What follows belongs to an exercise in optimizing a design on an open flow for small area; a production flow would make more cautious choices. In this exercise RTL edits were held to simulation tests only and were not proved equivalent to the original. Power is estimated from default activity; no workload was simulated.

<file path="design.v">
module rf433_core (
    input  wire         clk,
    input  wire         rst,           
    input  wire         cmd_valid,
    output wire         cmd_ready,
    input  wire [71:0]  cmd_data,
    output wire         rec_valid,
    input  wire         rec_ready,
    output wire [199:0] rec_data,
    input  wire [4:0]   stat_idx,
    output reg  [63:0]  stat_data,
    output wire         fault
);
    localparam [3:0] OP_SETRATE  = 4'h1;
    localparam [3:0] OP_SETASIZE = 4'h2;
    localparam [3:0] OP_START    = 4'h3;
    localparam [3:0] OP_EDGE     = 4'h4;
    localparam [3:0] OP_EOS      = 4'h5;
    localparam [1:0] RS_CONFIG = 2'd0;
    localparam [1:0] RS_RUN    = 2'd1;
    localparam [1:0] RS_FAULT  = 2'd2;
    localparam [2:0] F_CONFIG  = 3'd1;
    localparam [2:0] F_ORDER   = 3'd2;
    localparam [2:0] F_LEVEL   = 3'd3;
    localparam [2:0] F_ILLEGAL = 3'd4;
    localparam [2:0] F_SEQ     = 3'd5;
    localparam [2:0] S_IDLE = 3'd0;
    localparam [2:0] S_P1   = 3'd1;
    localparam [2:0] S_P2   = 3'd2;
    localparam [2:0] S_REC  = 3'd3;
    localparam [2:0] S_WC   = 3'd4;    
    localparam [2:0] S_CPY  = 3'd5;
    reg [31:0] sample_rate;     
    reg [7:0]  address_size;
    reg [1:0]  run_state;
    reg [2:0]  fault_code;      
    reg [71:0] fault_cmd;       
    reg        seeded;
    reg [63:0] last_pos;
    reg        last_lvl;
    reg        in_frame;
    reg [4:0]  bit_count;
    reg [63:0] sync_w;
    reg [27:0] addr_buf;
    reg [4:0]  addr_len;
    reg [63:0] frame_start;     
    reg [63:0] addr_start;      
    reg [63:0] last_bit_end;    
    reg [63:0] btn_start;       
    reg [63:0] anti_start;      
    reg [4:0] ph;               
    reg [2:0] st;
    reg [6:0] pend;             
    reg       bit_val;          
    reg       m_rst;            
    wire idle   = (st == S_IDLE);
    wire in_p1  = (st == S_P1);
    wire in_p2  = (st == S_P2);
    wire in_cpy = (st == S_CPY);
    wire ph0    = (ph == 5'd0);
    wire ph31   = (ph == 5'd31);
    assign cmd_ready = idle && ph0 && !rst;
    assign rec_valid = (st == S_REC);
    assign fault     = (run_state == RS_FAULT);
    wire accept = cmd_ready && cmd_valid && (run_state != RS_FAULT);
    wire [3:0]  op  = fault_cmd[71:68];
    wire        lvl = fault_cmd[64];
    wire act   = (idle & ph0) | in_p1;
    wire first = idle;
    wire [1:0] dd = idle ? cmd_data[1:0] : fault_cmd[1:0];
    wire [1:0] ld = last_pos[1:0];
    reg  bw1;                                   
    reg  bw2;                                   
    wire bwi = in_p2 ? (ph0 ? 1'b0 : bw2) : (first ? 1'b0 : bw1);
    wire w0  = dd[0] ^ ld[0] ^ bwi;
    wire bm  = (~dd[0] & ld[0]) | (~(dd[0] ^ ld[0]) & bwi);
    wire w1  = dd[1] ^ ld[1] ^ bm;
    wire bo  = (~dd[1] & ld[1]) | (~(dd[1] ^ ld[1]) & bm);
    reg        w_nz;        
    reg        w_big;       
    reg        r_nz;        
    reg        d_hi32;      
    reg        d_hi8;       
    reg        d_any;       
    reg [13:1] hw;
    reg [7:1]  hy;
    wire        rlo = ~ph[4];                   
    wire [1:0]  rd  = rlo ? sample_rate[1:0] : 2'b00;
    wire [1:0]  yd  = in_frame ? sync_w[1:0] : rd;
    wire [14:0] wv = {hw, w0, w1};
    wire [8:0]  yv = {hy, yd[0], yd[1]};
    reg [2:0] ca;
    reg [1:0] cb1, cb2;
    reg       cb3;
    wire [2:0] cav  = first ? 3'd0 : ca;
    wire [1:0] cb1v = first ? 2'd0 : cb1;
    wire [1:0] cb2v = first ? 2'd0 : cb2;
    wire       cb3v = first ? 1'b0 : cb3;
    function [2:0] tapa;        
        input [14:0] v; input s; input fr;
        reg [14:0] u;
        begin
            u = s ? (v >> 1) : v;
            tapa = fr ? ({2'd0, u[1]} + {2'd0, u[2]} + {2'd0, u[3]} + {2'd0, u[5]})
                      : ({2'd0, u[4]} + {2'd0, u[8]} + {2'd0, u[9]} + {2'd0, u[10]}
                         + {2'd0, u[13]});
        end
    endfunction
    function [2:0] tapb1;       
        input [8:0] v; input s; input fr;
        reg [8:0] u;
        begin
            u = s ? (v >> 1) : v;
            tapb1 = fr ? {2'd0, u[0]}
                       : ({2'd0, u[2]} + {2'd0, u[3]} + {2'd0, u[4]} + {2'd0, u[6]});
        end
    endfunction
    function [1:0] tapb2;       
        input [8:0] v; input s; input fr;
        reg [8:0] u;
        begin
            u = s ? (v >> 1) : v;
            tapb2 = fr ? ({1'd0, u[0]} + {1'd0, u[1]})
                       : ({1'd0, u[1]} + {1'd0, u[3]} + {1'd0, u[7]});
        end
    endfunction
    function [1:0] tapb3;       
        input [8:0] v; input s;
        reg [8:0] u;
        begin
            u = s ? (v >> 1) : v;
            tapb3 = {1'd0, u[0]} + {1'd0, u[2]};
        end
    endfunction
    wire [3:0] sa0  = {1'b0, tapa(wv, 1'b1, in_frame)}  + {1'b0, cav};
    wire [3:0] sa1  = {1'b0, tapa(wv, 1'b0, in_frame)}  + {1'b0, sa0[3:1]};
    wire [2:0] sb10 = tapb1(yv, 1'b1, in_frame) + {1'b0, cb1v};
    wire [2:0] sb11 = tapb1(yv, 1'b0, in_frame) + {1'b0, sb10[2:1]};
    wire [2:0] sb20 = {1'b0, tapb2(yv, 1'b1, in_frame)} + {1'b0, cb2v};
    wire [2:0] sb21 = {1'b0, tapb2(yv, 1'b0, in_frame)} + {1'b0, sb20[2:1]};
    wire [1:0] sb30 = tapb3(yv, 1'b1) + {1'b0, cb3v};
    wire [1:0] sb31 = tapb3(yv, 1'b0) + {1'b0, sb30[1]};
    reg gt1, lt2, gt2, lt3;     
    wire gt1v = first ? 1'b0 : gt1;
    wire lt2v = first ? 1'b0 : lt2;
    wire gt2v = first ? 1'b0 : gt2;
    wire lt3v = first ? 1'b0 : lt3;
    wire gt1m = (sa0[0] != sb10[0]) ? sa0[0]  : gt1v;
    wire lt2m = (sa0[0] != sb20[0]) ? sb20[0] : lt2v;
    wire gt2m = (sa0[0] != sb20[0]) ? sa0[0]  : gt2v;
    wire lt3m = (sa0[0] != sb30[0]) ? sb30[0] : lt3v;
    always @(posedge clk) begin
        if (act) begin
            bw1    <= bo;
            w_nz   <= (first ? 1'b0 : w_nz) | w0 | w1;
            w_big  <= (first ? 1'b0 : w_big) | ((w0 | w1) & (ph >= 5'd13));
            r_nz   <= (first ? 1'b0 : r_nz) | rd[0] | rd[1];
            d_hi32 <= (first ? 1'b0 : d_hi32) | ((dd[0] | dd[1]) & ph[4]);
            d_hi8  <= (first ? 1'b0 : d_hi8) | ((dd[0] | dd[1]) & (ph[4:2] != 3'd0));
            d_any  <= (first ? 1'b0 : d_any) | dd[0] | dd[1];
            ca     <= sa1[3:1];
            cb1    <= sb11[2:1];
            cb2    <= sb21[2:1];
            cb3    <= sb31[1];
            gt1    <= (sa1[0] != sb11[0]) ? sa1[0]  : gt1m;
            lt2    <= (sa1[0] != sb21[0]) ? sb21[0] : lt2m;
            gt2    <= (sa1[0] != sb21[0]) ? sa1[0]  : gt2m;
            lt3    <= (sa1[0] != sb31[0]) ? sb31[0] : lt3m;
        end
        if (in_p2) bw2 <= bo;
        hw <= {hw[11:1], act & w0, act & w1};
        hy <= {hy[5:1], act & yd[0], act & yd[1]};
    end
    reg legal;
    always @(*) begin
        case (op)
            OP_SETRATE:  legal = !lvl && !d_hi32;
            OP_SETASIZE: legal = !lvl && !d_hi8;
            OP_START:    legal = !lvl && !d_any;
            OP_EDGE:     legal = 1'b1;
            OP_EOS:      legal = !lvl && !d_any;
            default:     legal = 1'b0;
        endcase
        if (fault_cmd[67:65] != 3'b000) legal = 1'b0;
    end
    reg [2:0] fcode;
    always @(*) begin
        fcode = 3'd0;
        if (!legal) fcode = F_ILLEGAL;
        else case (op)
            OP_SETRATE, OP_SETASIZE:
                if (run_state != RS_CONFIG) fcode = F_SEQ;
            OP_START:
                if (run_state != RS_CONFIG) fcode = F_SEQ;
                else if (!r_nz)             fcode = F_CONFIG;
            OP_EOS:
                if (run_state != RS_RUN)    fcode = F_SEQ;
            default:
                if (run_state != RS_RUN)    fcode = F_SEQ;
                else if (!seeded) begin
                    if (lvl == last_lvl)    fcode = F_LEVEL;
                end
                else if (bw1 || !w_nz)      fcode = F_ORDER;
                else if (lvl == last_lvl)   fcode = F_LEVEL;
        endcase
    end
    wire ok      = !m_rst && (fcode == 3'd0);
    wire e_edge  = ok && (op == OP_EDGE);
    wire e_pulse = e_edge && seeded;
    wire pv      = ~lvl;
    wire is_sync = !in_frame && !pv && gt1 && lt2 && !w_big;
    wire in_band = in_frame && pv && (bit_count < 5'd29);
    wire is_b1   = gt1 && lt2 && !w_big;
    wire is_b0   = gt2 && lt3 && !w_big;
    wire is_bit  = in_band && (is_b1 || is_b0);
    wire is_rej  = in_band && !(is_b1 || is_b0);
    wire marker  = (bit_count == 5'd0);
    wire [4:0] k = bit_count;
    wire app     = ({3'd0, k} <= address_size);
    wire k_asz   = ({3'd0, k} == address_size);
    wire k_24    = (k == 5'd24);
    wire k_28    = (k == 5'd28);
    wire c_clr  = m_rst || (ok && op == OP_START);      
    wire c_rate = ok && (op == OP_SETRATE);
    wire c_sync = e_pulse && is_sync;
    wire c_bit  = e_pulse && is_bit && !marker;         
    wire c_mark = e_pulse && is_bit && marker;          
    wire c_bs   = c_bit && k_asz;                       
    wire c_xs   = c_bit && k_24;                        
    wire [6:0] pend_low  = pend & (~pend + 7'd1);
    wire [6:0] pend_rest = pend & ~pend_low;
    always @(posedge clk) begin
        if (rst) begin
            ph           <= 5'd0;
            st           <= S_P2;
            pend         <= 7'd0;
            m_rst        <= 1'b1;
            address_size <= 8'd22;
            run_state    <= RS_CONFIG;
            seeded       <= 1'b0;
            last_lvl     <= 1'b0;
            in_frame     <= 1'b0;
            bit_count    <= 5'd0;
            addr_len     <= 5'd0;
        end else begin
            ph <= ph + 5'd1;
            case (st)
            S_IDLE: if (accept) st <= S_P1;
            S_P1:   if (ph31) st <= S_P2;
            S_P2: if (ph31) begin
                st    <= S_IDLE;
                m_rst <= 1'b0;
                if (!m_rst) begin
                    if (fcode != 3'd0) begin
                        fault_code <= fcode;
                        run_state  <= RS_FAULT;
                    end else case (op)
                        OP_SETASIZE: address_size <= fault_cmd[9:2];    
                        OP_START: begin
                            seeded    <= 1'b0;
                            last_lvl  <= 1'b0;
                            in_frame  <= 1'b0;
                            bit_count <= 5'd0;
                            addr_len  <= 5'd0;
                            run_state <= RS_RUN;
                        end
                        OP_EOS: run_state <= RS_CONFIG;
                        OP_EDGE: begin
                            last_lvl <= lvl;
                            if (!seeded) begin
                                seeded <= 1'b1;
                            end else if (is_sync) begin
                                in_frame  <= 1'b1;
                                bit_count <= 5'd0;
                                addr_len  <= 5'd0;
                                pend      <= 7'b0000111;
                                st        <= S_REC;
                            end else if (is_rej) begin
                                in_frame <= 1'b0;
                            end else if (is_bit) begin
                                if (marker) begin
                                    bit_count <= 5'd1;
                                end else begin
                                    if (app) addr_len <= addr_len + 5'd1;
                                    bit_val   <= is_b1;
                                    pend      <= {k_28, k_24, k_asz, 1'b1, 3'b000};
                                    st        <= S_REC;
                                    bit_count <= k + 5'd1;
                                    if (k_28) begin
                                        bit_count <= 5'd0;
                                        in_frame  <= 1'b0;
                                    end
                                end
                            end
                        end
                        default: ;
                    endcase
                end
            end
            S_REC: begin
                if (rec_ready) begin
                    pend <= pend_rest;
                    if (pend_rest == 7'd0)
                        st <= S_IDLE;
                    else if (pend_rest[2:1] == 2'd0)
                        st <= S_WC;        
                end
            end
            S_WC:  if (ph31) st <= S_CPY;
            default: if (ph31) st <= S_REC;    
            endcase
        end
    end
    wire ab_app  = in_p2 && ph31 && c_bit && app;
    wire ab_clr  = in_p2 && (c_clr || c_sync) && (ph < 5'd28);
    always @(posedge clk) begin
        if (ab_app || ab_clr)
            addr_buf <= {addr_buf[26:0], ab_app & is_b1};
    end
    wire c2 = in_p2 & c_clr;
    wire [1:0] wd  = {w1, w0};
    wire [1:0] zero2 = 2'b00;
    wire [1:0] fs_in  = c2 ? zero2 : (in_p2 & c_sync)            ? ld : frame_start[1:0];
    wire [1:0] as_in  = c2 ? zero2 : (in_p2 & c_sync)            ? dd : addr_start[1:0];
    wire [1:0] bs_in  = c2 ? zero2 : (in_p2 & (c_sync | c_bs))   ? dd : btn_start[1:0];
    wire [1:0] xs_in  = c2 ? zero2 : (in_p2 & (c_sync | c_xs))   ? dd : anti_start[1:0];
    wire [1:0] lbe_in = c2 ? zero2 : (in_p2 & (c_sync | c_bit | c_mark)) ? dd : last_bit_end[1:0];
    wire       sr_wr  = in_p2 & ~ph[4];
    wire [1:0] sr_in  = (sr_wr & m_rst) ? zero2 : (sr_wr & c_rate) ? dd : sample_rate[1:0];
    always @(posedge clk) begin
        frame_start  <= {fs_in,  frame_start[63:2]};
        addr_start   <= {as_in,  addr_start[63:2]};
        btn_start    <= {bs_in,  btn_start[63:2]};
        anti_start   <= {xs_in,  anti_start[63:2]};
        last_bit_end <= {lbe_in, last_bit_end[63:2]};
        sample_rate  <= {sr_in,  sample_rate[31:2]};
    end
    wire rot = accept | in_p1 | in_p2;
    wire [1:0] lp_in = c2 ? zero2 : (in_p2 & e_edge) ? dd : ld;
    wire [1:0] sw_in = c2 ? zero2 : (in_p2 & c_sync) ? wd : sync_w[1:0];
    always @(posedge clk) begin
        if (rot) begin
            last_pos <= {lp_in, last_pos[63:2]};
            sync_w   <= {sw_in, sync_w[63:2]};
        end
    end
    reg [2:0] kind;
    always @(*) begin
        casez (pend)
            7'b??????1: kind = 3'd0;
            7'b?????10: kind = 3'd1;
            7'b????100: kind = 3'd2;
            7'b???1000: kind = 3'd3;
            7'b??10000: kind = 3'd4;
            7'b?100000: kind = 3'd5;
            default:    kind = 3'd6;
        endcase
    end
    wire [1:0] buf_in = in_cpy ? (kind == 3'd4 ? addr_start[1:0] :
                                  kind == 3'd5 ? btn_start[1:0] : anti_start[1:0]) :
                        (in_p2 & c_sync) ? ld :
                        (in_p2 & c_bit)  ? last_bit_end[1:0] : fault_cmd[1:0];
    always @(posedge clk) begin
        if (accept)      
            fault_cmd <= {cmd_data[71:64], cmd_data[1:0], cmd_data[63:2]};
        else if (in_p1 | in_p2 | in_cpy)
            fault_cmd[63:0] <= {buf_in, fault_cmd[63:2]};
    end
    reg [1:0]  chan;
    reg [63:0] payload;
    always @(*) begin
        case (kind)
            3'd0:    begin chan = 2'd0; payload = sync_w; end
            3'd1:    begin chan = 2'd1; payload = 64'd0; end
            3'd2:    begin chan = 2'd2; payload = sync_w; end
            3'd3:    begin chan = 2'd1; payload = {63'd0, bit_val}; end
            3'd4:    begin chan = 2'd2; payload = {31'd0, addr_len, addr_buf}; end
            default: begin chan = 2'd2; payload = 64'd0; end
        endcase
    end
    assign rec_data = {1'b0, kind, 2'b00, chan, fault_cmd[63:0], last_pos, payload};
    always @(*) begin
        case (stat_idx)
            5'h00: stat_data = {45'd0, fault ? fault_code : 3'd0, 6'd0, bit_count,
                                in_frame, last_lvl, seeded, run_state};
            5'h01: stat_data = {32'd0, sample_rate};
            5'h02: stat_data = {56'd0, address_size};
            5'h03: stat_data = last_pos;
            5'h04: stat_data = sync_w;
            5'h05: stat_data = {31'd0, addr_len, addr_buf};
            5'h06: stat_data = frame_start;
            5'h07: stat_data = addr_start;
            5'h08: stat_data = last_bit_end;
            5'h09: stat_data = btn_start;
            5'h0A: stat_data = anti_start;
            5'h0B: stat_data = fault ? fault_cmd[63:0] : 64'd0;
            5'h0C: stat_data = fault ? {56'd0, fault_cmd[71:64]} : 64'd0;
            default: stat_data = 64'd0;
        endcase
    end
endmodule
</file>
<file path="flow/run.sh">
#!/bin/bash
# Own layout flow: the standard ORFS flow (standard.sh, unchanged synthesis,
# floorplan, power grid and tap cells), with two placement/CTS arguments changed:
#  - port buffers use the smallest buffer cell (every port still gets one);
#  - the clock tree uses clkbuf_8 cells in larger sink clusters, without dummy loads.
# All tool output goes to standard.log in the work folder; ORFS's own per-step
# logs stay under orfs/logs/.
set -euo pipefail
export BUFFER_PORTS_ARGS="-buffer_cell sky130_fd_sc_hd__buf_1"
export CTS_ARGS="-sink_clustering_enable -repair_clock_nets -buf_list sky130_fd_sc_hd__clkbuf_8 -sink_clustering_size 14 -sink_clustering_max_diameter 45 -dont_use_dummy_load"
bash standard.sh > standard.log 2>&1
</file>
<file path="standard.sh">
#!/bin/bash
# synth_recipe.tcl (not shown) runs the flow's synth.tcl, then flattens the netlist and writes it again
# the make line also repeats each setting of config.mk as NAME=value (left out here)
make -C /OpenROAD-flow-scripts/flow DESIGN_CONFIG=/design/flow/config.mk WORK_HOME=/design/flow/orfs CLKGATE_MAP_FILE= SYNTH_SCRIPT=/design/flow/synth_recipe.tcl "${@:-finish}"
</file>
<file path="config.mk">
export PLATFORM = sky130hd
export DESIGN_NAME = rf433_core
export DESIGN_NICKNAME = rf433_core
export VERILOG_FILES = /design/flow/design.v
export SDC_FILE = /design/flow/constraint.sdc
export NUM_CORES = 4
export LEC_CHECK = 0
export CAP_MARGIN = 20
export CORE_MARGIN = 2
export CORE_UTILIZATION = 55
export SLEW_MARGIN = 20
</file>
<file path="constraint.sdc">
create_clock -name core_clock -period 15.0 [get_ports {clk}]
set_input_delay 3.0000 -clock core_clock [delete_from_list [all_inputs] [get_ports {clk}]]
set_output_delay 3.0000 -clock core_clock [all_outputs]
set_load 0.01 [all_outputs]
</file>
==> results of run 1 <==
==> cell type report <==
type | count | area, um2
Multi-Input combinational cell | 1129 | 7720
Sequential cell | 663 | 15800
Fill cell | 3735 | 17200
Inverter | 58 | 218
Tap cell | 592 | 741
Timing Repair Buffer | 368 | 1480
Clock buffer | 70 | 963
==> state kept, by name, indices dropped and copies added (netlist names), 8 cells and up <==
register and flops:
fault_cmd 72, addr_start 64, anti_start 64, btn_start 64, frame_start 64, last_bit_end 64
last_pos 64, sync_w 64, sample_rate 32, addr_buf 28, hw 13, address_size 8
==> logic make-up (layout without fill, tap and decap cells) <==
family | after synthesis | in the layout | share of synthesized area, %
AO/OA/AOI/OAI | 472 | 472 | 14.8
XOR/XNOR | 11 | 11 | 0.393
adder cells (fa/ha/maj) | 62 | 62 | 3.73
buffers and inverters | 236 | 496 | 4.70
flip-flops | 663 | 663 | 64.4
multiplexers | 27 | 27 | 1.16
other | 1 | 3 | 0.0153
AND/OR/NAND/NOR | 554 | 554 | 10.8
==> cell usage in the layout, fill, tap and decap left out, types with 15 or more instances in the layout <==
cell and instances:
nand2b_1 16, nand4_1 35, mux2i_1 15, a21oi_1 38
inv_1 56, nor2b_1 18, nand2_1 241, fa_1 20
ha_1 38, nor2_1 63, clkbuf_8 70, edfxtp_1 252
buf_1 344, a22oi_1 139, a221oi_1 76, and2_1 41
a22o_1 104, buf_4 23, o21ai_0 43, nand3_1 56
dfxtp_1 411
==> synthesized netlist by cell type, types with 4 or more instances <==
master | number | area, um2
dfxtp_1 | 411 | 8230
edfxtp_1 | 252 | 7570
nand2_1 | 241 | 905
a22oi_1 | 139 | 1040
a22o_1 | 104 | 911
clkbuf_1 | 95 | 357
a221oi_1 | 76 | 666
nor2_1 | 71 | 267
buf_4 | 68 | 510
nand3_1 | 57 | 285
inv_1 | 56 | 210
o21ai_0 | 44 | 220
and2_1 | 41 | 257
a21oi_1 | 38 | 190
ha_1 | 38 | 475
nand4_1 | 35 | 219
fa_1 | 20 | 400
nor2b_1 | 18 | 113
nor3_1 | 18 | 90.1
nand2b_1 | 16 | 100
mux2i_1 | 15 | 150
a31oi_1 | 13 | 81.3
mux2_2 | 12 | 135
buf_1 | 11 | 41.3
or3_1 | 11 | 68.8
a222oi_1 | 10 | 100
xnor2_1 | 10 | 87.6
nor4_1 | 8 | 50.1
a221o_1 | 7 | 70.1
or4_1 | 7 | 52.6
a21o_1 | 6 | 45.0
and3_1 | 6 | 37.5
nand3b_1 | 5 | 37.5
o211ai_1 | 5 | 37.5
maj3_1 | 4 | 40.0
or3b_2 | 4 | 35.0
==> metal layers <==
| metal | up-vias | part of all wire, % | track usage, % |
|---|---|---|---|
| met5 | - | 0 | 0 |
| met4 | 0 | 3.4 | 11.0 |
| met3 | 172 | 9.0 | 5.97 |
| met2 | 956 | 46 | 47.9 |
| met1 | 8733 | 42 | 43.1 |
| li1 | 7910 | - | - |
==> path summary, 6_finish.rpt <==
kind	from	to	slack [ns]	cells after the start
setup / recovery	stat_idx[0]	stat_data[61]	6.52	8
hold / removal	anti_start[55]$_DFF_P_	anti_start[53]$_DFF_P_	0.31	0
setup reg to reg	st[2]$_SDFFE_PP0P_	ca[2]$_DFFE_PN_	10.59	13
hold reg to reg	anti_start[55]$_DFF_P_	anti_start[53]$_DFF_P_	0.31	0
==> where the power goes <==
part           switching (mW)  total [mW]  internal (mW)
Combinational          0.0643      0.0971         0.0328
Clock                   0.561       0.976          0.416
Sequential             0.0510        1.95           1.90
==> per-stage QoR <==
stage | setup slack (ns) | utilization, % | total power, mW
3_3_place_gp | 6.68 | 58.8 | 2.09
5_1_grt | 6.40 | 61.0 | 3.13
2_1_floorplan | 4.37 | - | 2.05
3_5_place_dp | 6.63 | 58.8 | 2.09
6_report | 6.52 | 61.0 | 3.03
4_1_cts | 6.61 | 61.0 | 3.05
==> flow_summary.ini, run 1 <==
[status]
outcome = timing/DRC/antenna clean

[setup_path]
crit_chain = buf_1 -> nand2_1 -> nor3_2 -> buf_4 -> a22o_1 -> a221oi_1 -> nand3_1 -> buf_1
critPathRequiredTime_ns = 12.00
cp_common_cell = buf_1
cp_slowest_cell = buf_4
critPathLaunchType = primary input
crit_path_max_fanout = 64
end_kind = primary output
critical-path-top-delay-family = buffers and inverters
critPathBufInv = 3
crit_path_max_incr_delay_ns = 0.79
arrival_ns = 5.48
critPathKind = primary input to primary output

[logic_synthesis]
yosysWarnings = 1
synthFlopType = dfxtp_1
ys_seq_area_share_pct = 64.4
avgSynthCellArea_um2 = 12.1
ys_types = 74
async_flop_share_pct = 0
ys_seq_elements = 663
syn_inst = 2026
synth_area_mm2 = 0.0245
synth_edf_count = 252

[flow_run]
cap_violations = 0

[placed_design]
gp_congestion = 0.954
place_area_mm2 = 0.0260
numPlacedInstances = 2810
dp_hpwl_um = 47200
place.port_buffers = 344

[clock_network]
clk_latency_ns = 0.66
cts_made_buffers = 70
cts.sinks = 663
cts_tree = built
cts_setup_buffers = 0
path_clk_slew_ns = 0.08
cts_max_path_buffers = 3
cts_resized = 0
cts.htree.levels = 3
hold_buffers = 0
root_buffer = clkbuf_8

[die]
die_h_um = 215
num_rows = 77
dieArea_mm2 = 0.0463
num_io_pins = 348
die_w_um = 215
start_util_pct = 55.6
core_area_mm2 = 0.0441

[cells_and_area]
nets = 2429
stdcell_count = 2880
drive_gt1_share_pct = 6.03
area_delta_synth_final_pct = 9.70
n_antenna_cell = 0
final_area_mm2 = 0.0269

[power_and_ir_drop]
vdd_drop_max_uv = 85.3
p_per_area_mw_per_mm2 = 112
power_leakage_nw = 10.2

[routing]
drcViolationCount = 0
drtIter0Drc = 2129
ant_nets = 0
wire_per_inst_um = 25.2
wirelength_um = 72600
vias = 17771
routed_via_density = 6.17
dr.pass1.iters = 8

[sta]
fin_tns_setup_ns = 0
hold_viol_final = 0
whs_ns = 0.314
fin_crit_ns = 8.48
tightest_slew_ns = 1.12
fin_skew_ns = 0.0704
setup_viol = 0
grt_setup_unrepaired = false
relSlewSlack_pct = 24.8
maxSlewViolCount = 0
clock.fmax_mhz = 118
period_share_pct = 56.6

[global_routing]
antenna_found_initial = 0
grt_pass1_vias = 17504
grt_pass1_wl_um = 108000
grt.total_usage_pct = 30.8
grt-ovfl-total = 0
grt_start_max_net_pins = 129

[worst_hold_path]
hold_class = flip-flop to flip-flop
==> run 2, diff against run 1 <==
--- a/flow/run.sh
+++ b/flow/run.sh
@@ -7,5 +7,5 @@
 # logs stay under orfs/logs/.
 set -euo pipefail
 export BUFFER_PORTS_ARGS="-buffer_cell sky130_fd_sc_hd__buf_1"
-export CTS_ARGS="-sink_clustering_enable -repair_clock_nets -buf_list sky130_fd_sc_hd__clkbuf_8 -sink_clustering_size 14 -sink_clustering_max_diameter 45 -dont_use_dummy_load"
+export CTS_ARGS="-sink_clustering_enable -repair_clock_nets -buf_list sky130_fd_sc_hd__clkbuf_16 -sink_clustering_size 30 -sink_clustering_max_diameter 60 -dont_use_dummy_load"
 bash standard.sh > standard.log 2>&1
==> flow_summary.ini, run 2 <==
[cells_and_area]
drive_gt1_share_pct = 4.87
n_antenna_cell = 0
mostFrequentLayoutCells = dfxtp_1, buf_1, edfxtp_1
largest_register_ffs = 72
nFillCells = 3706
final_core_util_pct = 61.2
largest_register = fault_cmd
final_common_cell = dfxtp_1
area_delta_synth_final_pct = 10.1
nets = 2401

[logic_synthesis]
synth_area_leader_cell = dfxtp_1
synthFlopType = dfxtp_1
async_flop_share_pct = 0
synth-compound-area-share_pct = 14.8
syn_inst = 2026
avgSynthCellArea_um2 = 12.1
yosysWarnings = 1
synthSimpleGateAreaFrac_pct = 10.8
synthTopCellsByArea = dfxtp_1, edfxtp_1, a22oi_1
ys_types = 74
synth_mux_area_share_pct = 1.16
netlist.area_leader.share_pct = 33.5
yosys-top-cells-count = dfxtp_1, edfxtp_1, nand2_1
synth_fa_ha_area_share_pct = 3.73
ys_seq_area_share_pct = 64.4
synth_edf_count = 252
synth_area_mm2 = 0.0245
synth_xor_area_share_pct = 0.393
ys_seq_elements = 663
synth_top_family_by_area = compound AO/OA/AOI/OAI gates
synth.most_common_cell = dfxtp_1

[setup_path]
critPathRequiredTime_ns = 12.00
crit_path_max_incr_delay_ns = 0.76
end_kind = primary output
critPathBufInv = 3
critical-path-top-delay-family = buffers and inverters
cp_common_cell = buf_1
cp_slowest_cell = buf_4
crit_chain = buf_1 -> nand2_1 -> nor3_2 -> buf_4 -> a22o_1 -> a221oi_1 -> nand3_1 -> buf_1
crit_path_max_fanout = 64
critPathKind = primary input to primary output
critPathLaunchType = primary input
arrival_ns = 5.43

[routing]
wirelength_um = 72300
vias = 17619
routed_via_density = 6.18
ant_nets = 0
dr.pass1.iters = 8
drtIter0Drc = 2127
wire_per_inst_um = 25.3
drcViolationCount = 0

[clock_network]
cts_made_buffers = 42
clk_latency_ns = 0.60
hold_buffers = 0
cts_setup_buffers = 0
path_clk_slew_ns = 0.10
cts.htree.levels = 2
cts_max_path_buffers = 3
cts_resized = 0
cts.sinks = 663
root_buffer = clkbuf_16
cts_tree = built

[die]
dieArea_mm2 = 0.0463
num_rows = 77
die_w_um = 215
die_h_um = 215
start_util_pct = 55.6
num_io_pins = 348
core_area_mm2 = 0.0441

[global_routing]
grt_pass1_vias = 17269
grt_pass1_wl_um = 107000
grt_start_max_net_pins = 129
grt-ovfl-total = 0
grt.total_usage_pct = 30.5
antenna_found_initial = 0

[status]
outcome = timing/DRC/antenna clean

[sta]
tightest_slew_ns = 1.08
relSlewSlack_pct = 27.1
maxSlewViolCount = 0
hold_viol_final = 0
grt_setup_unrepaired = false
fin_skew_ns = 0.0572
clock.fmax_mhz = 119
fin_tns_setup_ns = 0
fin_crit_ns = 8.43
period_share_pct = 56.2
setup_viol = 0

[placed_design]
dp_hpwl_um = 47200
place.port_buffers = 344
gp_congestion = 0.954

[power_and_ir_drop]
switching_share_pct = 21.6
p_per_area_mw_per_mm2 = 115
p_switching_uw = 672
pwr-share-clk_pct = 33.9
p_seq_share_pct = 63.0
power_leakage_nw = 10.2
intPower_mw = 2.43
combPwrFrac_pct = 3.1
vdd_drop_max_uv = 87.1

[worst_hold_path]
hold_class = flip-flop to flip-flop

[flow_run]
cap_violations = 0
==> run 2: cell counts after synthesis <==
No cell type changed its count.
==> run 2: routing by layer <==
metal	GRT usage, %	vias to the layer above	part of all wire [%]
met4	9.47	0	3.1
met1	42.9	8724	43
li1	-	7876	-
met3	5.69	152	8.2
met5	0	-	0
met2	48.1	867	46
==> run 2: final cells by class <==
type	count	area, um2	share of cell area [%]
flip-flops and latches	663	15800	58.5
multi-input cells	1129	7720	28.6
clock buffers	42	1050	3.89
inverters	58	218	0.806
well taps	592	741	2.74
repair buffers	368	1480	5.49
==> run 2: per-stage QoR <==
| stage | hold slack [ns] | cells | cell area [um2] | total power, mW | setup slack (ns) |
|---|---|---|---|---|---|
| 3_3_place_gp | 0.310 | 2809 | 25900 | 2.09 | 6.68 |
| 4_1_cts | 0.310 | 2852 | 27000 | 3.12 | 6.61 |
| 3_5_place_dp | 0.312 | 2810 | 26000 | 2.09 | 6.63 |
| 6_report | 0.311 | 2852 | 27000 | 3.10 | 6.57 |
| 2_1_floorplan | 0.310 | 2028 | 24500 | 2.05 | 4.37 |
| 5_1_grt | 0.310 | 2852 | 27000 | 3.20 | 6.42 |
==> run 2: kinds of logic (layout without fill, tap and decap cells) <==
logic type	after synthesis	count (layout)
other	1	3
multiplexers	27	27
XOR/XNOR	11	11
AO/OA/AOI/OAI	472	472
flip-flops	663	663
AND/OR/NAND/NOR	554	554
buffers and inverters	236	468
adder cells (fa/ha/maj)	62	62
==> run 2: path summary, 6_finish.rpt <==
kind,startpoint,endpoint,slack [ns],depth (start not counted)
setup / recovery,stat_idx[0],stat_data[61],6.57,8
hold reg to reg,frame_start[62]$_SDFF_PP0_,frame_start[60]$_DFF_P_,0.31,0
hold / removal,frame_start[62]$_SDFF_PP0_,frame_start[60]$_DFF_P_,0.31,0
setup reg to reg,st[2]$_SDFFE_PP0P_,ca[2]$_DFFE_PN_,10.55,13
==> run 2: power by group through the flow <==
| stage | logic (mW) | registers (mW) | clock network [mW] |
|---|---|---|---|
| global route | 0.107 | 1.96 | 1.13 |
| floorplan | 0.0849 | 1.97 | 0 |
| CTS | 0.0974 | 1.95 | 1.07 |
| global placement | 0.0959 | 1.99 | 0 |
| detailed placement | 0.0969 | 1.99 | 0 |
| finish | 0.0969 | 1.95 | 1.05 |
==> run 3, diff against run 2 <==
--- a/flow/run.sh
+++ b/flow/run.sh
@@ -7,5 +7,5 @@
 # logs stay under orfs/logs/.
 set -euo pipefail
 export BUFFER_PORTS_ARGS="-buffer_cell sky130_fd_sc_hd__buf_1"
-export CTS_ARGS="-sink_clustering_enable -repair_clock_nets -buf_list sky130_fd_sc_hd__clkbuf_16 -sink_clustering_size 30 -sink_clustering_max_diameter 60 -dont_use_dummy_load"
+export CTS_ARGS="-sink_clustering_enable -repair_clock_nets -buf_list sky130_fd_sc_hd__clkbuf_8 -sink_clustering_size 18 -sink_clustering_max_diameter 50 -dont_use_dummy_load"
 bash standard.sh > standard.log 2>&1
==> flow_summary.ini, run 3 <==
[logic_synthesis]
synthTopCellsByArea = dfxtp_1, edfxtp_1, a22oi_1
synthFlopType = dfxtp_1
netlist.area_leader.share_pct = 33.5
async_flop_share_pct = 0
synth_edf_count = 252
ys_seq_area_share_pct = 64.4
ys_types = 74
synth.most_common_cell = dfxtp_1
yosysWarnings = 1
synth_area_leader_cell = dfxtp_1
ys_seq_elements = 663
syn_inst = 2026
yosys-top-cells-count = dfxtp_1, edfxtp_1, nand2_1
avgSynthCellArea_um2 = 12.1
synth_area_mm2 = 0.0245

[cells_and_area]
final_core_util_pct = 60.5
largest_register = fault_cmd
mostFrequentLayoutCells = dfxtp_1, buf_1, edfxtp_1
final_common_cell = dfxtp_1
area_delta_synth_final_pct = 8.81
n_antenna_cell = 0
drive_gt1_share_pct = 5.37
nFillCells = 3763
nets = 2413
largest_register_ffs = 72

[setup_path]
critPathRequiredTime_ns = 12.00
crit_path_max_fanout = 64
critPathLaunchType = primary input
critPathKind = primary input to primary output
end_kind = primary output
arrival_ns = 5.43

[die]
num_io_pins = 348
num_rows = 77
dieArea_mm2 = 0.0463
die_h_um = 215
core_area_mm2 = 0.0441
start_util_pct = 55.6
die_w_um = 215

[clock_network]
cts_setup_buffers = 0
cts_max_path_buffers = 3
cts_tree = built
hold_buffers = 0
root_buffer = clkbuf_8
clk_latency_ns = 0.69
cts.sinks = 663
cts_resized = 0
cts.htree.levels = 2
path_clk_slew_ns = 0.10
cts_made_buffers = 54

[sta]
maxSlewViolCount = 0
fin_crit_ns = 8.43
tightest_slew_ns = 1.19
clock.fmax_mhz = 119
grt_setup_unrepaired = false
setup_viol = 0
fin_skew_ns = 0.0684
period_share_pct = 56.2
fin_tns_setup_ns = 0
relSlewSlack_pct = 19.9
hold_viol_final = 0

[power_and_ir_drop]
pwr-share-clk_pct = 29.6
power_leakage_nw = 10.1
p_switching_uw = 656
p_per_area_mw_per_mm2 = 109
intPower_mw = 2.26
vdd_drop_max_uv = 61.2
p_seq_share_pct = 67.1
switching_share_pct = 22.5
combPwrFrac_pct = 3.3

[status]
outcome = timing/DRC/antenna clean

[routing]
drcViolationCount = 0
vias = 17601
wirelength_um = 72400
routed_via_density = 6.15
drtIter0Drc = 2041
dr.pass1.iters = 6
wire_per_inst_um = 25.3
ant_nets = 0

[worst_hold_path]
hold_class = flip-flop to flip-flop

[placed_design]
place.port_buffers = 344
dp_hpwl_um = 47200
gp_congestion = 0.954

[global_routing]
grt.total_usage_pct = 30.5
grt_start_max_net_pins = 129
top_usage_layer = met2
grtUsageMet1_pct = 42.6
grt-ovfl-total = 0
grt.met3_usage_pct = 6.47
grt_pass1_vias = 17392
grt_pass1_wl_um = 107000
use_met2_pct = 47.7
antenna_found_initial = 0

[flow_run]
cap_violations = 0
## run 3: cell counts after synthesis
Identical to the previous run, type by type.
## run 3: kinds of logic (layout without fill, tap and decap cells)
group | count (synthesis) | in the layout | synth area share, %
flip-flops | 663 | 663 | 64.4
buffers and inverters | 236 | 480 | 4.70
other | 1 | 3 | 0.0153
adder cells (fa/ha/maj) | 62 | 62 | 3.73
AO/OA/AOI/OAI | 472 | 472 | 14.8
XOR/XNOR | 11 | 11 | 0.393
AND/OR/NAND/NOR | 554 | 554 | 10.8
multiplexers | 27 | 27 | 1.16
## run 3: final timing paths
path	start	endpoint	slack (ns)	depth (start not counted)
max reg2reg	st[2]$_SDFFE_PP0P_	ca[2]$_DFFE_PN_	10.54	13
min reg2reg	frame_start[62]$_SDFF_PP0_	frame_start[60]$_DFF_P_	0.30	0
max	stat_idx[0]	stat_data[61]	6.57	8
min	frame_start[62]$_SDFF_PP0_	frame_start[60]$_DFF_P_	0.30	0
## run 3: per-stage QoR
step           power [mW]  instances  area, um2  hold slack (ns)  setup WS, ns
2_1_floorplan        2.05       2028      24500            0.310          4.37
3_3_place_gp         2.09       2809      25900            0.310          6.68
3_5_place_dp         2.09       2810      26000            0.312          6.63
4_1_cts              2.93       2864      26700            0.306          6.61
5_1_grt              3.01       2864      26700            0.311          6.42
6_report             2.91       2864      26700            0.304          6.57
## run 3: layer usage
metal,vias to the layer above,part of all wire [%]
met5,-,0
li1,7892,-
met1,8636,42
met3,161,8.8
met2,912,46
met4,0,3.3
## run 3: area by class of cell
cell class,instances,area [um2],area share (%)
multi-input combinational,1129,7720,28.9
tap,592,741,2.77
clock buffer,54,743,2.78
inverter,58,218,0.815
timing repair buffer,368,1480,5.56
sequential,663,15800,59.2
## run 3: worst max-delay path, cell delays in order
cell      delay (ns)
buf_1           0.38
nand2_1         0.29
nor3_2          0.23
buf_4           0.75
a22o_1          0.27
a221oi_1        0.05
nand3_1         0.21
buf_1           0.19
## run 3: power by group through the flow
stage / registers, mW / clock network (mW) / logic (mW)
finish: 1.95 / 0.862 / 0.0970
global route: 1.96 / 0.943 / 0.107
CTS: 1.95 / 0.881 / 0.0974
detailed placement: 1.99 / 0 / 0.0969
global placement: 1.99 / 0 / 0.0959
floorplan: 1.97 / 0 / 0.0849
==> run 4, diff against run 3 <==
--- a/config.mk
+++ b/config.mk
@@ -7,5 +7,5 @@
 export LEC_CHECK = 0
 export CAP_MARGIN = 20
 export CORE_MARGIN = 2
-export CORE_UTILIZATION = 55
+export CORE_UTILIZATION = 85
 export SLEW_MARGIN = 20
==> flow_summary.ini, run 4 <==
[sta]
tightest_slew_ns = 1.12
relSlewSlack_pct = 25.4
fin_tns_setup_ns = 0
grt_setup_unrepaired = false
clock.fmax_mhz = 111
period_share_pct = 60.3
maxSlewViolCount = 0
setup_viol = 0
fin_crit_ns = 9.05
fin_skew_ns = 0.0766
hold_viol_final = 0

[die]
num_rows = 62
die_h_um = 174
core_area_mm2 = 0.0285
num_io_pins = 348
start_util_pct = 86.0
dieArea_mm2 = 0.0302
die_w_um = 174

[status]
outcome = timing/DRC/antenna clean

[power_and_ir_drop]
power_leakage_nw = 10.0
combPwrFrac_pct = 3.8
intPower_mw = 2.22
pwr-share-clk_pct = 28.9
vdd_drop_max_uv = 109
p_seq_share_pct = 67.3
p_per_area_mw_per_mm2 = 111
switching_share_pct = 23.7
p_switching_uw = 690

[cells_and_area]
final_core_util_pct = 92.2
seqCellArea_mm2 = 0.0158
largest_register_ffs = 72
mostFrequentLayoutCells = dfxtp_1, buf_1, edfxtp_1
area_delta_synth_final_pct = 7.22
drive_gt1_share_pct = 5.04
nFillCells = 955
final_common_cell = dfxtp_1
multi_input_area_mm2 = 0.00771
n_antenna_cell = 0
nets = 2404
largest_register = fault_cmd

[routing]
vias = 20812
wire_per_inst_um = 32.3
ant_nets = 0
dr.pass1.iters = 11
drtIter0Drc = 4819
drcViolationCount = 0
routed_via_density = 7.86
wirelength_um = 85500

[setup_path]
critPathRequiredTime_ns = 12.00
critical-path-top-delay-family = simple AND/OR/NAND/NOR gates
cp_common_cell = buf_1
startpoint = stat_idx[0]
critPathBufInv = 3
r2r_start = st[2]$_SDFFE_PP0P_
crit_path_max_fanout = 34
cp_slowest_cell = nor2_4
critPathLaunchType = primary input
arrival_ns = 6.05
rr_worst_depth = 6
cp.depth = 7
endpoint = stat_data[48]
reg2reg_slack_ns = 10.09
crit_chain = buf_1 -> nand2b_1 -> nor2_4 -> buf_4 -> a22oi_1 -> nand3_1 -> buf_1
r2r_end = fault_cmd[60]$_DFFE_PP_
critPathKind = primary input to primary output
end_kind = primary output
crit_path_max_incr_delay_ns = 0.85

[clock_network]
root_buffer = clkbuf_8
cts.sinks = 663
cts_made_buffers = 47
cts_resized = 0
clk_latency_ns = 0.64
cts_tree = built
hold_buffers = 0
path_clk_slew_ns = 0.10
cts_setup_buffers = 0
cts_max_path_buffers = 3
cts.htree.levels = 2

[logic_synthesis]
synth.most_common_cell = dfxtp_1
yosysWarnings = 1
syn_inst = 2026
synthFlopType = dfxtp_1
synth_area_leader_cell = dfxtp_1
ys_seq_area_share_pct = 64.4
synthTopCellsByArea = dfxtp_1, edfxtp_1, a22oi_1
async_flop_share_pct = 0
yosys-top-cells-count = dfxtp_1, edfxtp_1, nand2_1
ys_types = 74
avgSynthCellArea_um2 = 12.1
ys_seq_elements = 663
synth_area_mm2 = 0.0245
synth_edf_count = 252
netlist.area_leader.share_pct = 33.5

[worst_hold_path]
hold_path_depth = 0
hold_class = flip-flop to flip-flop

[global_routing]
grt-ovfl-total = 0
grt.total_usage_pct = 56.1
antenna_found_initial = 3
grt_pass1_wl_um = 127000
grt_pass1_vias = 20446
grt_start_max_net_pins = 81

[placed_design]
dp_hpwl_um = 50800
place.port_buffers = 344
gp_congestion = 1.05

[flow_run]
cap_violations = 0
-- run 4: logic make-up after synthesis --
| logic type | count (synthesis) | share of synthesized area, % |
|---|---|---|
| other | 1 | 0.0153 |
| AO/OA/AOI/OAI | 472 | 14.8 |
| buffers and inverters | 236 | 4.70 |
| AND/OR/NAND/NOR | 554 | 10.8 |
| flip-flops | 663 | 64.4 |
| multiplexers | 27 | 1.16 |
| adder cells (fa/ha/maj) | 62 | 3.73 |
| XOR/XNOR | 11 | 0.393 |
-- run 4: power groups by stage --
| stage | Combinational, mW | Clock (mW) | Sequential [mW] |
|---|---|---|---|
| floorplan | 0.0849 | 0 | 1.97 |
| global route | 0.116 | 0.869 | 1.96 |
| finish | 0.110 | 0.840 | 1.96 |
| global placement | 0.0921 | 0 | 1.99 |
| detailed placement | 0.100 | 0 | 1.99 |
| CTS | 0.106 | 0.808 | 1.95 |
-- run 4: how the worst min path moves through the flow --
stage	end	from	slack, ns
after floorplan	hw[13]$_DFF_P_	hw[11]$_DFF_P_	0.31
after global placement	hw[13]$_DFF_P_	hw[11]$_DFF_P_	0.31
after detailed placement	hw[13]$_DFF_P_	hw[11]$_DFF_P_	0.31
after CTS	last_bit_end[0]$_DFF_P_	last_bit_end[2]$_DFF_P_	0.31
after global routing	frame_start[1]$_DFF_P_	frame_start[3]$_DFF_P_	0.31
final	last_bit_end[0]$_DFF_P_	last_bit_end[2]$_DFF_P_	0.32
-- run 4: layout make-up --
cell class,count,area share (%)
flip-flops and latches,663,60.0
multi-input cells,1129,29.3
repair buffers,366,5.54
clock buffers,47,2.46
well taps,384,1.83
inverters,58,0.828
-- run 4: worst reg2reg max path, delay by kind of cell, from the launching register on --
kind,cells,cell delay (ns)
and+or+nand+nor,4,3.11
buffers and inverters,2,0.90
DFF,1,0.50
-- run 4: layer usage --
layer | global-route usage, % | vias to the layer above | share of wire [%]
li1 | - | 7880 | -
met1 | 67.9 | 9356 | 30
met2 | 84.5 | 2698 | 44
met3 | 21.8 | 874 | 17
met4 | 37.0 | 4 | 9.3
met5 | 0.641 | - | 0.027
-- run 4: per-stage QoR --
step                total power, mW  instance area (um2)  hold WS [ns]  setup WS [ns]  cells
global placement               2.08                25600         0.311           6.59   2599
finish                         2.91                26300         0.319           5.95   2647
global route                   2.94                26300         0.312           5.90   2647
CTS                            2.86                26300         0.314           6.42   2646
floorplan                      2.05                24500         0.310           4.37   2028
detailed placement             2.09                25600         0.315           6.43   2599
==> run 5, diff against run 4 <==
--- a/config.mk
+++ b/config.mk
@@ -7,5 +7,5 @@
 export LEC_CHECK = 0
 export CAP_MARGIN = 20
 export CORE_MARGIN = 2
-export CORE_UTILIZATION = 85
+export CORE_UTILIZATION = 70
 export SLEW_MARGIN = 20
==> flow_summary.ini, run 5 <==
[sta]
clock.fmax_mhz = 119
relSlewSlack_pct = 29.6
period_share_pct = 56.1
fin_tns_setup_ns = 0
tightest_slew_ns = 1.05
hold_viol_final = 0
setup_viol = 0
fin_crit_ns = 8.41
maxSlewViolCount = 0
fin_skew_ns = 0.0788
layout_setup_ws_ns = 6.59
grt_setup_unrepaired = false

[clock_network]
cts.sinks = 663
cts_made_buffers = 48
cts_setup_buffers = 0
cts.htree.levels = 2
cts_resized = 0
clk_latency_ns = 0.66
root_buffer = clkbuf_8
hold_buffers = 0
cts_tree = built
path_clk_slew_ns = 0.10
cts_max_path_buffers = 3

[global_routing]
antenna_found_initial = 0
grt_pass1_vias = 17394
grt-ovfl-total = 0
grt_pass1_wl_um = 100000
grt.total_usage_pct = 36.3
grt_start_max_net_pins = 129

[routing]
drcViolationCount = 0
drtIter0Drc = 2252
vias = 17878
wirelength_um = 67600
ant_nets = 0
dr.pass1.iters = 6
wire_per_inst_um = 24.9
routed_via_density = 6.58

[cells_and_area]
area_delta_synth_final_pct = 7.63
nets = 2403
largest_register = fault_cmd
mostFrequentLayoutCells = dfxtp_1, buf_1, edfxtp_1
n_antenna_cell = 0
largest_register_ffs = 72
drive_gt1_share_pct = 5.00
final_common_cell = dfxtp_1

[die]
die_w_um = 191
die_h_um = 191
dieArea_mm2 = 0.0366
num_io_pins = 348
num_rows = 68
start_util_pct = 71.0
core_area_mm2 = 0.0345

[placed_design]
gp_congestion = 0.972
dp_hpwl_um = 44300
dp_worst_setup_slack_ns = 6.69
place.port_buffers = 344

[worst_hold_path]
hold_class = flip-flop to flip-flop

[power_and_ir_drop]
p_per_area_mw_per_mm2 = 108
vdd_drop_max_uv = 85.3
fin_total_pwr_mw = 2.86
power_leakage_nw = 10.0

[setup_path]
critPathLaunchType = primary input
cp_slowest_cell = buf_4
critPathBufInv = 3
critical-path-top-delay-family = buffers and inverters
arrival_ns = 5.41
crit_path_max_incr_delay_ns = 0.69
critPathRequiredTime_ns = 12.00
cp_common_cell = buf_1
critPathKind = primary input to primary output
crit_path_max_fanout = 64
crit_chain = buf_1 -> or3b_2 -> nor2_4 -> buf_4 -> a22o_1 -> a221o_1 -> a221oi_1 -> nand3_1 -> buf_1
end_kind = primary output

[logic_synthesis]
avgSynthCellArea_um2 = 12.1
async_flop_share_pct = 0
synth.most_common_cell = dfxtp_1
synth_edf_count = 252
yosys-top-cells-count = dfxtp_1, edfxtp_1, nand2_1
ys_seq_area_share_pct = 64.4
ys_seq_elements = 663
syn_inst = 2026
synthFlopType = dfxtp_1
synthTopCellsByArea = dfxtp_1, edfxtp_1, a22oi_1
synth_area_mm2 = 0.0245
netlist.area_leader.share_pct = 33.5
ys_types = 74
yosysWarnings = 1
synth_area_leader_cell = dfxtp_1

[status]
outcome = timing/DRC/antenna clean

[flow_run]
cap_violations = 0
run 5: cell counts after synthesis:
No cell type changed its count.
run 5: worst paths after layout:
check / start / to / slack, ns / cells past startpoint
min: btn_start[52]$_DFF_P_ / btn_start[50]$_DFF_P_ / 0.31 / 0
max: stat_idx[2] / stat_data[1] / 6.59 / 9
max reg2reg: st[2]$_SDFFE_PP0P_ / lt2$_DFFE_PP_ / 10.20 / 12
min reg2reg: btn_start[52]$_DFF_P_ / btn_start[50]$_DFF_P_ / 0.31 / 0
run 5: layout make-up:
class,count,area (um2)
fillers,2269,8130
repair buffers,364,1450
inverters,58,218
well taps,455,569
clock buffers,48,661
flip-flops and latches,663,15800
multi-input cells,1129,7710
run 5: stage by stage:
step	instance area [um2]	utilization [%]	cells	hold slack, ns
after floorplan	24500	-	2028	0.310
after global placement	25700	74.5	2669	0.311
after detailed placement	25700	74.5	2669	0.316
after CTS	26400	76.4	2717	0.315
after global routing	26400	76.5	2717	0.312
final	26400	76.5	2717	0.313
run 5: report_power, final:
| part | internal [mW] | switching [mW] | total, mW |
|---|---|---|---|
| clock network | 0.287 | 0.519 | 0.807 |
| logic | 0.0328 | 0.0649 | 0.0976 |
| registers | 1.90 | 0.0493 | 1.95 |
| total | 2.22 | 0.634 | 2.86 |
run 5: logic make-up after synthesis:
family / after synthesis / share of synthesized area [%]
AO/OA/AOI/OAI: 472 / 14.8
AND/OR/NAND/NOR: 554 / 10.8
XOR/XNOR: 11 / 0.393
adder cells (fa/ha/maj): 62 / 3.73
other: 1 / 0.0153
flip-flops: 663 / 64.4
buffers and inverters: 236 / 4.70
multiplexers: 27 / 1.16
run 5: layer usage:
metal  wire [um]  global-route usage (%)  vias to the layer above
met5           0                       0                        -
met4        2410                    14.5                        0
met3        7470                    7.45                      187
met2       31700                    58.2                     1197
met1       26100                    48.9                     8614
li1            -                       -                     7880
==> run 6, diff against run 5 <==
--- a/design.v
+++ b/design.v
@@ -40,7 +40,7 @@
     reg        last_lvl;
     reg        in_frame;
     reg [4:0]  bit_count;
-    reg [63:0] sync_w;
+    reg [25:0] sync_w;          
     reg [27:0] addr_buf;
     reg [4:0]  addr_len;
     reg [63:0] frame_start;     
@@ -86,7 +86,8 @@
     reg [7:1]  hy;
     wire        rlo = ~ph[4];                   
     wire [1:0]  rd  = rlo ? sample_rate[1:0] : 2'b00;
-    wire [1:0]  yd  = in_frame ? sync_w[1:0] : rd;
+    wire        wlo = (ph < 5'd13);             
+    wire [1:0]  yd  = in_frame ? (wlo ? sync_w[1:0] : 2'b00) : rd;
     wire [14:0] wv = {hw, w0, w1};
     wire [8:0]  yv = {hy, yd[0], yd[1]};
     reg [2:0] ca;
@@ -339,10 +340,10 @@
     wire [1:0] lp_in = c2 ? zero2 : (in_p2 & e_edge) ? dd : ld;
     wire [1:0] sw_in = c2 ? zero2 : (in_p2 & c_sync) ? wd : sync_w[1:0];
     always @(posedge clk) begin
-        if (rot) begin
+        if (rot)
             last_pos <= {lp_in, last_pos[63:2]};
-            sync_w   <= {sw_in, sync_w[63:2]};
-        end
+        if (rot & wlo)
+            sync_w   <= {sw_in, sync_w[25:2]};
     end
     reg [2:0] kind;
     always @(*) begin
@@ -370,9 +371,9 @@
     reg [63:0] payload;
     always @(*) begin
         case (kind)
-            3'd0:    begin chan = 2'd0; payload = sync_w; end
+            3'd0:    begin chan = 2'd0; payload = {38'd0, sync_w}; end
             3'd1:    begin chan = 2'd1; payload = 64'd0; end
-            3'd2:    begin chan = 2'd2; payload = sync_w; end
+            3'd2:    begin chan = 2'd2; payload = {38'd0, sync_w}; end
             3'd3:    begin chan = 2'd1; payload = {63'd0, bit_val}; end
             3'd4:    begin chan = 2'd2; payload = {31'd0, addr_len, addr_buf}; end
             default: begin chan = 2'd2; payload = 64'd0; end
@@ -386,7 +387,7 @@
             5'h01: stat_data = {32'd0, sample_rate};
             5'h02: stat_data = {56'd0, address_size};
             5'h03: stat_data = last_pos;
-            5'h04: stat_data = sync_w;
+            5'h04: stat_data = {38'd0, sync_w};
             5'h05: stat_data = {31'd0, addr_len, addr_buf};
             5'h06: stat_data = frame_start;
             5'h07: stat_data = addr_start;
==> flow_summary.ini, run 6 <==
[global_routing]
grt_pass1_vias = 15683
grt.total_usage_pct = 35.4
antenna_found_initial = 1
grt_pass1_wl_um = 92100
grt_start_max_net_pins = 76
grt-ovfl-total = 0

[sta]
relSlewSlack_pct = 24.9
hold_viol_final = 0
clock.fmax_mhz = 120
fin_crit_ns = 8.32
tightest_slew_ns = 1.12
layout_setup_ws_ns = 6.68
fin_tns_setup_ns = 0
setup_viol = 0
grt_setup_unrepaired = false
fin_skew_ns = 0.0922
period_share_pct = 55.5
maxSlewViolCount = 0

[setup_path]
critPathRequiredTime_ns = 12.00
end_kind = primary output
critPathLaunchType = primary input
arrival_ns = 5.32
reg2reg_slack_ns = 10.22
critPathKind = primary input to primary output
crit_path_max_fanout = 64
r2r_start = st[1]$_SDFFE_PP1P_
startpoint = stat_idx[3]

[clock_network]
hold_buffers = 0
cts_made_buffers = 47
cts_setup_buffers = 0
cts_resized = 0
root_buffer = clkbuf_8
cts.htree.levels = 2
clk_latency_ns = 0.62
cts_max_path_buffers = 3
cts_tree = built
cts.sinks = 625
path_clk_slew_ns = 0.10

[die]
num_rows = 66
die_h_um = 186
core_area_mm2 = 0.0325
dieArea_mm2 = 0.0345
die_w_um = 186
start_util_pct = 71.1
num_io_pins = 348

[worst_hold_path]
min-delay-start = hw[6]$_DFF_P_
hold_class = flip-flop to flip-flop

[routing]
vias = 16635
ant_nets = 0
drtIter0Drc = 2030
drcViolationCount = 0
wire_per_inst_um = 24.0
routed_via_density = 6.40
dr.pass1.iters = 8
wirelength_um = 62400

[cells_and_area]
nFillCells = 2164
mostFrequentLayoutCells = dfxtp_1, buf_1, nand2_1
drive_gt1_share_pct = 4.77
seqCellArea_mm2 = 0.0147
nets = 2299
largest_register = fault_cmd
area_delta_synth_final_pct = 7.01
stdcell_count = 2600
multi_input_area_mm2 = 0.00734
n_antenna_cell = 0
final_common_cell = dfxtp_1
largest_register_ffs = 72
final_core_util_pct = 76.1

[power_and_ir_drop]
power_leakage_nw = 9.57
vdd_drop_max_uv = 151
p_per_area_mw_per_mm2 = 171
fin_total_pwr_mw = 4.22

[logic_synthesis]
async_flop_share_pct = 0
ys_seq_elements = 625
netlist.area_leader.share_pct = 35.6
syn_inst = 1947
synth_area_leader_cell = dfxtp_1
synthFlopType = dfxtp_1
synth_area_mm2 = 0.0231
avgSynthCellArea_um2 = 11.9
ys_types = 77
synthTopCellsByArea = dfxtp_1, edfxtp_1, nand2_1
synth.most_common_cell = dfxtp_1
synth_edf_count = 214
ys_seq_area_share_pct = 63.4
yosys-top-cells-count = dfxtp_1, nand2_1, edfxtp_1
yosysWarnings = 1

[placed_design]
gp_congestion = 0.979
dp_worst_setup_slack_ns = 6.72
place.port_buffers = 313
numPlacedInstances = 2553
dp_hpwl_um = 42000

[flow_run]
cap_violations = 0

[status]
outcome = timing/DRC/antenna clean
==> run 6: changes by cell type after synthesis, sizes merged, moves of 16 or more <==
| cell | previous run | this run |
|---|---|---|
| a221oi | 76 | 47 |
| a222oi | 10 | 47 |
| a22o | 104 | 69 |
| a22oi | 139 | 116 |
| and2 | 41 | 13 |
| buf | 83 | 114 |
| edfxtp | 252 | 214 |
| nand4 | 35 | 19 |
==> run 6: worst max-delay path, cell delays in order <==
cell and delay, ns:
buf_1 0.13, or3b_2 0.57, nor2_4 0.13, buf_4 0.68, a22o_1 0.23, a221oi_1 0.05, and3_1 0.23, nand2_1 0.10
buf_1 0.16
==> run 6: cell families after synthesis <==
logic type / share of synthesized area [%]
muxes: 1.35
AOI/OAI and AO/OA: 14.3
xor gates and xnor gates: 0.379
and+or+nand+nor: 10.8
other: 0.0162
buffers and inverters: 5.90
adders and majority gates: 3.92
DFF: 63.4
==> run 6: through the flow <==
| stage | hold WS, ns | cell area (um2) |
|---|---|---|
| final | 0.271 | 24700 |
| after global routing | 0.279 | 24700 |
| after CTS | 0.278 | 24700 |
| after detailed placement | 0.319 | 24100 |
| after global placement | 0.313 | 24100 |
| after floorplan | 0.310 | 23300 |
==> run 6: report_power, final <==
group | leakage [nW] | total [mW] | internal [mW] | switching [mW]
combinational | 3.70 | 0.836 | 0.258 | 0.578
clock | 0.338 | 0.772 | 0.281 | 0.491
sequential | 5.53 | 2.61 | 2.26 | 0.354
total | 9.57 | 4.22 | 2.80 | 1.42
==> run 6: worst paths after layout <==
kind                        end  depth (start not counted)
hold reg to reg   hw[8]$_DFF_P_                          0
setup reg to reg  lt2$_DFFE_PP_                         13
setup / recovery   stat_data[8]                          9
hold / removal    hw[8]$_DFF_P_                          0
==> run 6: cell type report <==
cell class                 count  share of cell area, %
clock buffer                  47                   2.61
sequential                   625                   59.2
inverter                      60                  0.910
multi-input combinational   1092                   29.6
timing repair buffer         334                   5.38
tap                          442                   2.23
==> run 6: metal layers <==
metal | vias up | wire (um) | GRT usage (%)
li1 | 7417 | - | -
met1 | 7927 | 24100 | 47.3
met2 | 1112 | 28900 | 56.0
met3 | 177 | 7050 | 8.69
met4 | 2 | 2360 | 13.8
met5 | - | 12 | 0

-- static timing again, ports no longer ideal --
The results above use ideal ports. As a check the final layouts listed here were re-extracted and re-timed, cells and wires unchanged.
Step 1 assumes that a clkbuf_16 drives the clock port and a buf_2 every other input.
Step 2 times the ports against the registers' clock, not the clock port: input delays grow and output delays shrink by t, the midpoint of the rising clock arrivals with the driver on.
a / b / c = ideal ports / drivers / drivers and shift; a / b = the first two.
| run | t (ns) | slack for setup (ns) | worst hold slack (ns) | slew at the worst register clock pin (ns) |
|---|---|---|---|---|
| run 1 | 0.684 | 6.517 / 6.493 / 6.493 | 0.314 / 0.314 / 0.314 | 0.09 / 0.09 |
| run 2 | 0.633 | 6.569 / 6.545 / 6.545 | 0.311 / 0.311 / 0.311 | 0.10 / 0.10 |
| run 3 | 0.710 | 6.572 / 6.549 / 6.549 | 0.304 / 0.304 / 0.304 | 0.11 / 0.11 |
| run 4 | 0.650 | 5.951 / 5.925 / 5.925 | 0.319 / 0.319 / 0.319 | 0.12 / 0.12 |
| run 5 | 0.674 | 6.592 / 6.568 / 6.568 | 0.313 / 0.313 / 0.313 | 0.11 / 0.11 |
| run 6 | 0.623 | 6.679 / 6.657 / 6.657 | 0.271 / 0.271 / 0.271 | 0.11 / 0.11 |
After both steps setup and hold are still met in every run listed. The setup slack of run 4, which loses most, moves by -0.026 ns with the drivers and by -0.026 ns with both steps.
